This is an optimization exercise on Yosys and OpenROAD, whose aim is small area, not a production implementation. Only simulation tests tie the RTL to the original design; equivalence was not proved. The flow treats the clock pin as an ideal source, which a real chip does not have. Power and IR drop assume default switching activity.

## run 1
// morbo_crom
module morbo_crom (
  input             clk,
  input             RST,             
  input      [31:0] CMD,
  input      [31:0] OPERAND,
  output reg [31:0] RESULT,
  input      [11:0] EXT_ADDR,        
  output     [31:0] EXT_DATA,
  output     [31:0] HDR_MIRROR,
  output     [31:0] BUSOPT_MIRROR,
  output            VALID_OUT
);
Settings: LEC_CHECK=0, CAP_MARGIN=10, CELL_PAD_IN_SITES_DETAIL_PLACEMENT=1, CELL_PAD_IN_SITES_GLOBAL_PLACEMENT=1, CORE_MARGIN=2, CORE_UTILIZATION=35, PLACE_DENSITY=0.65, SLEW_MARGIN=10, SYNTH_HIERARCHICAL=1; clock period 10.0 ns.
run.sh (not shown) runs the stock make flow with config.mk's settings and CLKGATE_MAP_FILE= SYNTH_SCRIPT=/design/flow/synth_recipe.tcl, a recipe that flattens the netlist after the stock synthesis.
Finished, but not clean: run 1, with max-capacitance violations, max-slew violations, negative setup slack.
[inputs] run 2 vs run 1
Settings: setting SETUP_SLACK_MARGIN to 1.0 for the first time; changing CORE_UTILIZATION from 35 to 45; changing CAP_MARGIN from 10 to 30; changing PLACE_DENSITY from 0.65 to 0.75; changing SLEW_MARGIN from 10 to 30.
==> flow/flow/run.sh (new file) <==
#!/bin/bash
# Layout flow: the standard flow (standard.sh) with these changes:
#  - the ports are buffered with sky130_fd_sc_hd__buf_1 cells;
#  - clock tree synthesis runs without dummy loads, with clkbuf_8 buffers and
#    sink clusters of at most 24 sinks within 70 um;
#  - after clock tree synthesis, flow/post_cts.tcl turns each leaf clock
#    buffer whose flip-flop clock pins see a slew above 100 ps into a
#    clkbuf_16 and legalizes the placement again.
# The full make/OpenROAD output goes to standard.log; ORFS's per-step logs
# are under orfs/logs.
set -euo pipefail
export BUFFER_PORTS_ARGS="-buffer_cell sky130_fd_sc_hd__buf_1"
export CTS_ARGS="-sink_clustering_enable -repair_clock_nets -dont_use_dummy_load -sink_clustering_size 24 -sink_clustering_max_diameter 70 -buf_list sky130_fd_sc_hd__clkbuf_8"
export POST_CTS_TCL="$PWD/flow/post_cts.tcl"
bash standard.sh > standard.log 2>&1
==> flow/flow/post_cts.tcl (new file) <==
# POST_CTS hook: a leaf clock buffer (clkbuf_8 driving only flip-flop clock
# pins) whose clock pins see a slew above 100 ps becomes a clkbuf_16; then the
# placement is legalized again.
estimate_parasitics -placement
set big [get_lib_cells sky130_fd_sc_hd__clkbuf_16]
set n 0
foreach inst [get_cells *] {
  if {[get_property $inst ref_name] ne "sky130_fd_sc_hd__clkbuf_8"} { continue }
  set out [get_pins -of_objects $inst -filter "direction==output"]
  set loads [get_pins -of_objects [get_nets -of_objects $out] -filter "direction==input"]
  set leaf 1
  set worst 0
  foreach l $loads {
    if {[get_property $l lib_pin_name] ne "CLK"} { set leaf 0; break }
    set s [get_property $l slew_max]
    if {$s > $worst} { set worst $s }
  }
  if {$leaf && $worst > 0.100} {
    replace_cell $inst $big
    incr n
  }
}
puts "post_cts: upsized $n leaf clock buffers to clkbuf_16"
estimate_parasitics -placement
detailed_placement
check_placement -verbose
estimate_parasitics -placement
==> flow/standard.sh (new file) <==
#!/bin/bash
# synth_recipe.tcl (not shown) runs the flow's synth.tcl, then flattens the netlist and writes it again
# the make line also repeats each setting of config.mk as NAME=value (left out here)
make -C /OpenROAD-flow-scripts/flow DESIGN_CONFIG=/design/flow/config.mk WORK_HOME=/design/flow/orfs CLKGATE_MAP_FILE= SYNTH_SCRIPT=/design/flow/synth_recipe.tcl "${@:-finish}"
removed: flow/run.sh
Notes after the runs:
Sequential share of layout area (run 2 over run 1): increase, 2.7 points. Run 1 ended up with more cell instances than run 2 did. Side by side, switching share of total power turned out higher in run 2 than in run 1. Peak supply drop delta for run 2 relative to run 1: 0.000044 V lower. Run 2 did not stop at any stage, and its layout met the timing, design-rule and antenna checks. Core util | run 2 vs run 1 | run 2 higher. Clock-buffer cell count down 416 in run 2 wrt run 1. Between run 2 and run 1, it is run 2 whose final area is lower, by 13,000 um2. Run 2 against run 1; final routed wirelength across all metal layers is down by a few percent. Compared to run 1, run 2 shows a wider setup margin.
For run 3, these inputs were changed with respect to run 2:
Settings: clearing SETUP_SLACK_MARGIN, which used to be 1.0; swapping 45 for 35 in CORE_UTILIZATION; swapping 30 for 10 in SLEW_MARGIN; swapping 30 for 10 in CAP_MARGIN; swapping 0.75 for 0.65 in PLACE_DENSITY.
==> flow/flow/run.sh <==
#!/bin/bash
# Layout flow: the standard flow, with clock tree synthesis run without
# dummy loads and with a fixed buffer type and sink clustering.
set -euo pipefail
export CTS_ARGS="-sink_clustering_enable -repair_clock_nets -dont_use_dummy_load -sink_clustering_size 30 -sink_clustering_max_diameter 60 -buf_list sky130_fd_sc_hd__clkbuf_16"
bash standard.sh > standard.log 2>&1
removed: flow/flow/post_cts.tcl
## What came out
As of run 3, sum of internal, switching and leakage power had risen by more than 10% compared to run 2. Between run 3 and run 2, it is run 3 whose buffers plus inverters on the worst setup path is lower, by 1. A standard cell with the maximum stage delay on the critical path of sky130_fd_sc_hd__nor4_2 is what run 3 shows, while sky130_fd_sc_hd__nor4_1 belongs to run 2. Finished, but not clean: run 3, with max-capacitance violations, max-slew violations, negative setup slack. Relative to run 2, the instance area after placement measured on run 3 has increased slightly.

## re-timing with driven ports
The flow's constraints put no driver on any port. The routed layouts listed below were extracted and timed again, unchanged, in two steps. Step 1 assumes that a clkbuf_16 drives the clock port and a buf_2 every other input. Step 2 moves the port delays by t, midway between the first and last clock arrival at a register: inputs arrive t later, outputs are due t later. That takes back most of the time a late clock gives input paths. a / b / c = no drivers / after step 1 / after step 2; a / b = the first two.
| run | t, ns | setup WS [ns] | worst setup path after step 2 | clock arrival spread, ns |
|---|---|---|---|---|
| run 1 | 1.218 | -0.316 / -0.546 / -0.546 | input to output | 0.143 / 0.144 |
| run 2 | 1.304 | 0.775 / 0.464 / 0.464 | input to output | 0.215 / 0.215 |
| run 3 | 1.170 | -0.270 / -0.486 / -0.486 | input to output | 0.146 / 0.146 |
For run 2, which loses most, drivers alone change the setup slack by -0.311 ns; drivers and shift together by -0.311 ns.
